Context: an optimization exercise on an open-source flow, tuned for small area, a short achievable clock period and few clock cycles. The choices shown serve that exercise and are no tape-out recipe. RTL that was checked went through simulation tests only; none was proved equivalent to the original. Power is estimated from default activity; no workload was simulated.

==> inputs of ember <==
// vcore
module vcore (
    input  wire        clk,
    input  wire        rst,
    input  wire        mode_no_site_id,
    input  wire        mode_spad_mon,
    input  wire        mode_bs_relaxed,
    input  wire        cfg_valid,
    input  wire [11:0] cfg_def,
    output reg  [2:0]  cfg_err,
    output reg  [2:0]  nmod,
    output reg  [7:0]  frame_words,
    input  wire        in_valid,
    output wire        in_ready,
    input  wire [31:0] in_data,
    output reg         res_valid,
    output reg  [1:0]  res_mod,
    output reg         res_ok,
    output reg         res_es,
    output reg  [5:0]  res_ec,
    output reg  [6:0]  res_spad_chg,
    output reg         res_bs_ran,
    output reg         res_bs_disc,
    output reg  [1:0]  res_aux_chg,
    output reg  [31:0] res_seq
);
==> flow/config.mk <==
export PLATFORM = sky130hd
export DESIGN_NAME = vcore
export DESIGN_NICKNAME = vcore
export VERILOG_FILES = /design/flow/design.v
export SDC_FILE = /design/flow/constraint.sdc
export NUM_CORES = 4
export LEC_CHECK = 0
export CAP_MARGIN = 20
export CORE_MARGIN = 2
export CORE_UTILIZATION = 40
export SLEW_MARGIN = 20
==> flow/constraint.sdc <==
create_clock -name core_clock -period 10.0 [get_ports {clk}]
set_input_delay 2.0000 -clock core_clock [delete_from_list [all_inputs] [get_ports {clk}]]
set_output_delay 2.0000 -clock core_clock [all_outputs]
set_load 0.01 [all_outputs]
standard.sh (not shown) runs the stock make flow with config.mk's settings and CLKGATE_MAP_FILE= SYNTH_SCRIPT=/design/flow/synth_recipe.tcl, a recipe that flattens the netlist after the stock synthesis.
==> flow/flow/run.sh <==
#!/bin/bash
set -euo pipefail
bash standard.sh SETUP_SLACK_MARGIN=6.5 'BUFFER_PORTS_ARGS=-buffer_cell sky130_fd_sc_hd__buf_2' finish > standard.log 2>&1
==> zinc: changes against ember <==
--- a/flow/design.v
+++ b/flow/design.v
@@ -30,16 +30,37 @@
     integer k;
     reg nsi_q, bsr_q;
     always @(posedge clk) begin
         nsi_q <= mode_no_site_id;
         bsr_q <= mode_bs_relaxed;
     end
     wire [2:0] cd_site = cfg_def[2:0];
-    wire [2:0] cd_n    = {2'b00, cfg_def[3]} + {2'b00, cfg_def[4]} +
-                         {2'b00, cfg_def[5]} + {2'b00, cfg_def[6]};
+    wire       ca0 = ~cfg_def[3] & ~cfg_def[4];
+    wire       ca1 =  cfg_def[3] ^  cfg_def[4];
+    wire       ca2 =  cfg_def[3] &  cfg_def[4];
+    wire       cb0 = ~cfg_def[5] & ~cfg_def[6];
+    wire       cb1 =  cfg_def[5] ^  cfg_def[6];
+    wire       cb2 =  cfg_def[5] &  cfg_def[6];
+    wire [2:0] cd_n;
+    assign cd_n[0] = ca1 ^ cb1;
+    assign cd_n[1] = (ca2 & cb0) | (ca1 & cb1) | (ca0 & cb2) | (ca2 & cb1) | (ca1 & cb2);
+    assign cd_n[2] = ca2 & cb2;
+    wire [2:0] cu  = cfg_def[7:5];
+    wire       ct0 = (cu == 3'b000);
+    wire       ct1 = (cu == 3'b001) | (cu == 3'b010) | (cu == 3'b100);
+    wire       ct2 = (cu == 3'b011) | (cu == 3'b101) | (cu == 3'b110);
+    wire       ct3 = (cu == 3'b111);
+    wire [5:0] cqh;                      
+    assign cqh[0] = ca0 & ct0;
+    assign cqh[1] = (ca1 & ct0) | (ca0 & ct1);
+    assign cqh[2] = (ca2 & ct0) | (ca1 & ct1) | (ca0 & ct2);
+    assign cqh[3] = (ca2 & ct1) | (ca1 & ct2) | (ca0 & ct3);
+    assign cqh[4] = (ca2 & ct2) | (ca1 & ct3);
+    assign cqh[5] = ca2 & ct3;
+    wire [2:0] cd_q = {cqh[4] | cqh[5], cqh[2] | cqh[3], cqh[1] | cqh[3] | cqh[5]};
     wire       cd_s    = cfg_def[7];
     wire       cd_p    = cfg_def[8];
     wire       cd_sf   = cfg_def[9];
     wire       cd_l    = cfg_def[10];
     wire       cd_m    = cfg_def[11];
     wire       cd_n4   = &cfg_def[6:3];
     wire       cd_len0 = ~|cfg_def[8:3];
@@ -50,37 +71,28 @@
         else if (cd_l && cd_m)           cd_err = 3'd3;
         else if (cd_len0)                cd_err = 3'd4;
         else if ((cd_l || cd_m) && !cd_n4) cd_err = 3'd5;
         else                             cd_err = 3'd0;
     end
     wire cd_ok = !nmod[2] && (cd_site != 3'd7) && !(cd_l && cd_m) && !cd_len0 &&
                  !((cd_l || cd_m) && !cd_n4);
-    wire [2:0] cd_q  = {2'b00, cfg_def[3]} + {2'b00, cfg_def[4]} + {2'b00, cfg_def[5]} +
-                       {2'b00, cfg_def[6]} + {2'b00, cfg_def[7]};
     wire [2:0] fw_lo = frame_words[2:0] + {2'b00, cd_p};
     wire       fw_c  = cd_p & (&frame_words[2:0]);
+    wire [6:0] fw_sel = fw_c ? {cqh, 1'b0} : {1'b0, cqh};
     wire [4:0] fw_h0 = frame_words[7:3];
     wire [4:0] fw_h1 = fw_h0 + 5'd1;
     wire [4:0] fw_h2 = fw_h0 + 5'd2;
     wire [4:0] fw_h3 = fw_h0 + 5'd3;
     wire [4:0] fw_h4 = fw_h0 + 5'd4;
     wire [4:0] fw_h5 = fw_h0 + 5'd5;
     wire [4:0] fw_h6 = fw_h0 + 5'd6;
-    reg  [4:0] fw_hi;
-    always @* begin
-        case ({fw_c, cd_q})
-            4'b0000: fw_hi = fw_h0;
-            4'b0001, 4'b1000: fw_hi = fw_h1;
-            4'b0010, 4'b1001: fw_hi = fw_h2;
-            4'b0011, 4'b1010: fw_hi = fw_h3;
-            4'b0100, 4'b1011: fw_hi = fw_h4;
-            4'b0101, 4'b1100: fw_hi = fw_h5;
-            default: fw_hi = fw_h6;
-        endcase
-    end
+    wire [4:0] fw_hi = ({5{fw_sel[0]}} & fw_h0) | ({5{fw_sel[1]}} & fw_h1) |
+                       ({5{fw_sel[2]}} & fw_h2) | ({5{fw_sel[3]}} & fw_h3) |
+                       ({5{fw_sel[4]}} & fw_h4) | ({5{fw_sel[5]}} & fw_h5) |
+                       ({5{fw_sel[6]}} & fw_h6);
     reg [2:0] d_site [0:NMOD-1];
     reg [2:0] d_n    [0:NMOD-1];
     reg       d_s    [0:NMOD-1];
     reg       d_p    [0:NMOD-1];
     reg       d_sf   [0:NMOD-1];
     reg       d_bs   [0:NMOD-1];
     reg       d_msb  [0:NMOD-1];
@@ -185,40 +197,41 @@
     end
     reg        cand_q;      
     reg        es_q;        
     reg        sc_pend;     
     reg [6:0]  chg_acc;
     reg [31:0] pl5, pl6, pl7;
     reg [31:0] sp   [0:NSP-1];
-    reg [NSP-1:0] spv;
+    reg [4:0]  sp_cnt;    
+    reg        sp_full;
     wire [31:0] V        = s0_d;
     wire        is_magic = (V == MAGIC);
     wire        cand_now = s0_first ? is_magic : (cand_q && is_magic);
     wire        wr_ok    = s0_win ? !cand_now : !es_q;
     wire        resolve  = s0_v && s0_win && !s0_first && cand_q && !is_magic;
     wire        sc_pass = (V == s0_lce);
     wire        sc_fix  = resolve && sc_pend;
     wire        sc_w    = (s0_v && s0_sc && sc_pass && wr_ok) || sc_fix;
     wire [31:0] sc_wd   = sc_fix ? MAGIC1 : V + 32'd1;
     reg [31:0] sp_head;
-    reg        sp_headv;
     always @* begin
         case (nsp[1:0])
-            2'd0:    begin sp_head = sp[0];  sp_headv = spv[0];  end
-            2'd3:    begin sp_head = sp[7];  sp_headv = spv[7];  end
-            2'd2:    begin sp_head = sp[14]; sp_headv = spv[14]; end
-            default: begin sp_head = sp[21]; sp_headv = spv[21]; end
+            2'd0:    sp_head = sp[0];
+            2'd3:    sp_head = sp[7];
+            2'd2:    sp_head = sp[14];
+            default: sp_head = sp[21];
         endcase
     end
-    wire        sp_chg  = (V != (sp_headv ? sp_head : 32'd0));
+    wire [31:0] sp_eff  = sp_full ? sp_head : 32'd0;
+    wire        sp_chg  = (V != sp_eff);
     wire        sp_sh   = s0_v && s0_sp;
-    wire [31:0] sp_in   = wr_ok ? V : sp_head;
-    wire        sp_inv  = wr_ok | sp_headv;
+    wire [31:0] sp_in   = wr_ok ? V : sp_eff;
     wire        fix26   = resolve && s0_pend1;
     wire        fix25   = resolve && s0_pend2;
+    wire [4:0]  sp_tot1 = {nsp[1:0], 3'b000} - {2'b00, nsp} - 5'd1;    
     wire [7:0]  mask    = nsi_q ? 8'h1F : 8'hFF;
     wire        id_fail = |((V[7:0] ^ s0_idb) & mask);
     wire        fail    = s0_id ? id_fail : (s0_sc && !sc_pass);
     reg        s1_v, s1_last, s1_first, s1_fail, s1_es, s1_bs, s1_msb;
     reg [1:0]  s1_m;
     always @(posedge clk) begin
         if (s0_v) begin
@@ -245,22 +258,24 @@
         s1_fail  <= fail;
         s1_es    <= s0_first ? 1'b0 : es_q;
         s1_bs    <= s0_bs;
         s1_msb   <= s0_msb;
         s1_m     <= s0_m;
         if (rst) begin
             lc_v <= {NMOD{1'b0}};
-            spv  <= {NSP{1'b0}};
+            sp_cnt  <= 5'd0;
+            sp_full <= 1'b0;
             s1_v <= 1'b0;
         end else begin
             s1_v <= s0_v;
             for (k = 0; k < NMOD; k = k + 1)
                 if (sc_w && s0_m == k) lc_v[k] <= 1'b1;
-            if (sp_sh) begin
-                spv <= {sp_inv, fix26 | spv[NSP-1], fix25 | spv[NSP-2], spv[NSP-3:1]};
+            if (sp_sh && !sp_full) begin
+                sp_cnt <= sp_cnt + 5'd1;
+                if (sp_cnt == sp_tot1) sp_full <= 1'b1;
             end
         end
     end
     reg        ok_acc;
     reg [5:0]  ec_acc;
     reg [31:0] h_seq1 [0:NMOD-1];    
     reg [31:0] h_aux0 [0:NMOD-1];    
==> flow/flow/run.sh (replaced) <==
#!/bin/bash
set -euo pipefail
bash standard.sh SETUP_SLACK_MARGIN=7.0 'BUFFER_PORTS_ARGS=-buffer_cell sky130_fd_sc_hd__buf_2' finish > standard.log 2>&1
- CTS_CLUSTER_DIAMETER: default -> 80
- CTS_CLUSTER_SIZE: default -> 30
==> raven: changes against ember <==
--- a/flow/design.v
+++ b/flow/design.v
@@ -30,16 +30,37 @@
     integer k;
     reg nsi_q, bsr_q;
     always @(posedge clk) begin
         nsi_q <= mode_no_site_id;
         bsr_q <= mode_bs_relaxed;
     end
     wire [2:0] cd_site = cfg_def[2:0];
-    wire [2:0] cd_n    = {2'b00, cfg_def[3]} + {2'b00, cfg_def[4]} +
-                         {2'b00, cfg_def[5]} + {2'b00, cfg_def[6]};
+    wire       ca0 = ~cfg_def[3] & ~cfg_def[4];
+    wire       ca1 =  cfg_def[3] ^  cfg_def[4];
+    wire       ca2 =  cfg_def[3] &  cfg_def[4];
+    wire       cb0 = ~cfg_def[5] & ~cfg_def[6];
+    wire       cb1 =  cfg_def[5] ^  cfg_def[6];
+    wire       cb2 =  cfg_def[5] &  cfg_def[6];
+    wire [2:0] cd_n;
+    assign cd_n[0] = ca1 ^ cb1;
+    assign cd_n[1] = (ca2 & cb0) | (ca1 & cb1) | (ca0 & cb2) | (ca2 & cb1) | (ca1 & cb2);
+    assign cd_n[2] = ca2 & cb2;
+    wire [2:0] cu  = cfg_def[7:5];
+    wire       ct0 = (cu == 3'b000);
+    wire       ct1 = (cu == 3'b001) | (cu == 3'b010) | (cu == 3'b100);
+    wire       ct2 = (cu == 3'b011) | (cu == 3'b101) | (cu == 3'b110);
+    wire       ct3 = (cu == 3'b111);
+    wire [5:0] cqh;                      
+    assign cqh[0] = ca0 & ct0;
+    assign cqh[1] = (ca1 & ct0) | (ca0 & ct1);
+    assign cqh[2] = (ca2 & ct0) | (ca1 & ct1) | (ca0 & ct2);
+    assign cqh[3] = (ca2 & ct1) | (ca1 & ct2) | (ca0 & ct3);
+    assign cqh[4] = (ca2 & ct2) | (ca1 & ct3);
+    assign cqh[5] = ca2 & ct3;
+    wire [2:0] cd_q = {cqh[4] | cqh[5], cqh[2] | cqh[3], cqh[1] | cqh[3] | cqh[5]};
     wire       cd_s    = cfg_def[7];
     wire       cd_p    = cfg_def[8];
     wire       cd_sf   = cfg_def[9];
     wire       cd_l    = cfg_def[10];
     wire       cd_m    = cfg_def[11];
     wire       cd_n4   = &cfg_def[6:3];
     wire       cd_len0 = ~|cfg_def[8:3];
@@ -50,37 +71,28 @@
         else if (cd_l && cd_m)           cd_err = 3'd3;
         else if (cd_len0)                cd_err = 3'd4;
         else if ((cd_l || cd_m) && !cd_n4) cd_err = 3'd5;
         else                             cd_err = 3'd0;
     end
     wire cd_ok = !nmod[2] && (cd_site != 3'd7) && !(cd_l && cd_m) && !cd_len0 &&
                  !((cd_l || cd_m) && !cd_n4);
-    wire [2:0] cd_q  = {2'b00, cfg_def[3]} + {2'b00, cfg_def[4]} + {2'b00, cfg_def[5]} +
-                       {2'b00, cfg_def[6]} + {2'b00, cfg_def[7]};
     wire [2:0] fw_lo = frame_words[2:0] + {2'b00, cd_p};
     wire       fw_c  = cd_p & (&frame_words[2:0]);
+    wire [6:0] fw_sel = fw_c ? {cqh, 1'b0} : {1'b0, cqh};
     wire [4:0] fw_h0 = frame_words[7:3];
     wire [4:0] fw_h1 = fw_h0 + 5'd1;
     wire [4:0] fw_h2 = fw_h0 + 5'd2;
     wire [4:0] fw_h3 = fw_h0 + 5'd3;
     wire [4:0] fw_h4 = fw_h0 + 5'd4;
     wire [4:0] fw_h5 = fw_h0 + 5'd5;
     wire [4:0] fw_h6 = fw_h0 + 5'd6;
-    reg  [4:0] fw_hi;
-    always @* begin
-        case ({fw_c, cd_q})
-            4'b0000: fw_hi = fw_h0;
-            4'b0001, 4'b1000: fw_hi = fw_h1;
-            4'b0010, 4'b1001: fw_hi = fw_h2;
-            4'b0011, 4'b1010: fw_hi = fw_h3;
-            4'b0100, 4'b1011: fw_hi = fw_h4;
-            4'b0101, 4'b1100: fw_hi = fw_h5;
-            default: fw_hi = fw_h6;
-        endcase
-    end
+    wire [4:0] fw_hi = ({5{fw_sel[0]}} & fw_h0) | ({5{fw_sel[1]}} & fw_h1) |
+                       ({5{fw_sel[2]}} & fw_h2) | ({5{fw_sel[3]}} & fw_h3) |
+                       ({5{fw_sel[4]}} & fw_h4) | ({5{fw_sel[5]}} & fw_h5) |
+                       ({5{fw_sel[6]}} & fw_h6);
     reg [2:0] d_site [0:NMOD-1];
     reg [2:0] d_n    [0:NMOD-1];
     reg       d_s    [0:NMOD-1];
     reg       d_p    [0:NMOD-1];
     reg       d_sf   [0:NMOD-1];
     reg       d_bs   [0:NMOD-1];
     reg       d_msb  [0:NMOD-1];
@@ -185,40 +197,41 @@
     end
     reg        cand_q;      
     reg        es_q;        
     reg        sc_pend;     
     reg [6:0]  chg_acc;
     reg [31:0] pl5, pl6, pl7;
     reg [31:0] sp   [0:NSP-1];
-    reg [NSP-1:0] spv;
+    reg [4:0]  sp_cnt;    
+    reg        sp_full;
     wire [31:0] V        = s0_d;
     wire        is_magic = (V == MAGIC);
     wire        cand_now = s0_first ? is_magic : (cand_q && is_magic);
     wire        wr_ok    = s0_win ? !cand_now : !es_q;
     wire        resolve  = s0_v && s0_win && !s0_first && cand_q && !is_magic;
     wire        sc_pass = (V == s0_lce);
     wire        sc_fix  = resolve && sc_pend;
     wire        sc_w    = (s0_v && s0_sc && sc_pass && wr_ok) || sc_fix;
     wire [31:0] sc_wd   = sc_fix ? MAGIC1 : V + 32'd1;
     reg [31:0] sp_head;
-    reg        sp_headv;
     always @* begin
         case (nsp[1:0])
-            2'd0:    begin sp_head = sp[0];  sp_headv = spv[0];  end
-            2'd3:    begin sp_head = sp[7];  sp_headv = spv[7];  end
-            2'd2:    begin sp_head = sp[14]; sp_headv = spv[14]; end
-            default: begin sp_head = sp[21]; sp_headv = spv[21]; end
+            2'd0:    sp_head = sp[0];
+            2'd3:    sp_head = sp[7];
+            2'd2:    sp_head = sp[14];
+            default: sp_head = sp[21];
         endcase
     end
-    wire        sp_chg  = (V != (sp_headv ? sp_head : 32'd0));
+    wire [31:0] sp_eff  = sp_full ? sp_head : 32'd0;
+    wire        sp_chg  = (V != sp_eff);
     wire        sp_sh   = s0_v && s0_sp;
-    wire [31:0] sp_in   = wr_ok ? V : sp_head;
-    wire        sp_inv  = wr_ok | sp_headv;
+    wire [31:0] sp_in   = wr_ok ? V : sp_eff;
     wire        fix26   = resolve && s0_pend1;
     wire        fix25   = resolve && s0_pend2;
+    wire [4:0]  sp_tot1 = {nsp[1:0], 3'b000} - {2'b00, nsp} - 5'd1;    
     wire [7:0]  mask    = nsi_q ? 8'h1F : 8'hFF;
     wire        id_fail = |((V[7:0] ^ s0_idb) & mask);
     wire        fail    = s0_id ? id_fail : (s0_sc && !sc_pass);
     reg        s1_v, s1_last, s1_first, s1_fail, s1_es, s1_bs, s1_msb;
     reg [1:0]  s1_m;
     always @(posedge clk) begin
         if (s0_v) begin
@@ -245,22 +258,24 @@
         s1_fail  <= fail;
         s1_es    <= s0_first ? 1'b0 : es_q;
         s1_bs    <= s0_bs;
         s1_msb   <= s0_msb;
         s1_m     <= s0_m;
         if (rst) begin
             lc_v <= {NMOD{1'b0}};
-            spv  <= {NSP{1'b0}};
+            sp_cnt  <= 5'd0;
+            sp_full <= 1'b0;
             s1_v <= 1'b0;
         end else begin
             s1_v <= s0_v;
             for (k = 0; k < NMOD; k = k + 1)
                 if (sc_w && s0_m == k) lc_v[k] <= 1'b1;
-            if (sp_sh) begin
-                spv <= {sp_inv, fix26 | spv[NSP-1], fix25 | spv[NSP-2], spv[NSP-3:1]};
+            if (sp_sh && !sp_full) begin
+                sp_cnt <= sp_cnt + 5'd1;
+                if (sp_cnt == sp_tot1) sp_full <= 1'b1;
             end
         end
     end
     reg        ok_acc;
     reg [5:0]  ec_acc;
     reg [31:0] h_seq1 [0:NMOD-1];    
     reg [31:0] h_aux0 [0:NMOD-1];    
==> flow/flow/run.sh (replaced) <==
#!/bin/bash
set -euo pipefail
bash standard.sh SETUP_SLACK_MARGIN=7.0 'BUFFER_PORTS_ARGS=-buffer_cell sky130_fd_sc_hd__buf_2' finish > standard.log 2>&1
- CORE_UTILIZATION: 40 -> 60
- CTS_CLUSTER_DIAMETER: default -> 80
- CTS_CLUSTER_SIZE: default -> 30
- TNS_END_PERCENT: default -> 10
==> summary.txt <==
| quantity | ember | zinc | raven |
|---|---|---|---|
| Switching share of power | 20.2% | 21.4% | 19.8% |
| Minimum setup slack among reg-to-reg paths | 6.62 ns | 7.02 ns | 6.89 ns |
| Logic gate share of total power | 2.0% | 2.4% | 2.1% |
| Share of cells above drive strength 1 | 19.1% | 19.2% | 14.7% |
| Outcome | complete, no violations | complete, no violations | complete, no violations |
| R2r startpoint | s0_d[24] | s0_d[2] | s0_d[28] |
| Slew at the pin with the worst max-slew slack | 0.969 ns | 1.15 ns | 1.22 ns |
| Number of sequential cells | 1793 | 1772 | 1772 |
| Wire length reported by the detailed router | 119000 µm | 134000 µm | 125000 µm |
| Number of ordinary inverters in the final layout | 70 | 85 | 85 |
| Area growth from synthesis to layout | 14.9% | 13.3% | 8.70% |
| Placer congestion estimate | 0.803 | 0.913 | 0.846 |
| Largest fanout of any net on the critical path | 4 | 1 | 6 |
| Synthesized netlist cell count | 3313 | 3411 | 3411 |
Testbench counts of zinc, summed over its fixed seeds: cycles 58,256.
Testbench counts of raven, summed over its fixed seeds: cycles 58,256.
Function not checked in ember: the RTL went through the layout flow alone.

-- port drivers added, routing unchanged --
Ports are ideal in the flow. The routed layouts listed here were re-timed in OpenROAD.
Step 1 sets driving cells, clkbuf_16 on the clock port and buf_2 on the other inputs (assumed; they add their load-dependent delay and slew).
Step 2, shift: input delay + t, output delay - t, t = (earliest + latest rising clock arrival at the registers) / 2. This alone moves slack from input paths to output paths.
Three values: ideal ports, drivers, drivers and shift; two values: the first two.
run | t, ns | setup WS [ns] | pins driven straight from the clock port
ember | 0.863 | 5.489 / 5.525 / 4.662 | 1
zinc | 0.786 | 6.768 / 6.696 / 6.189 | 1
raven | 0.757 | 6.759 / 6.742 / 6.038 | 1
After both steps every run listed still meets setup and hold. The setup slack of ember, which loses most, moves by +0.036 ns with the drivers and by -0.827 ns with both steps.
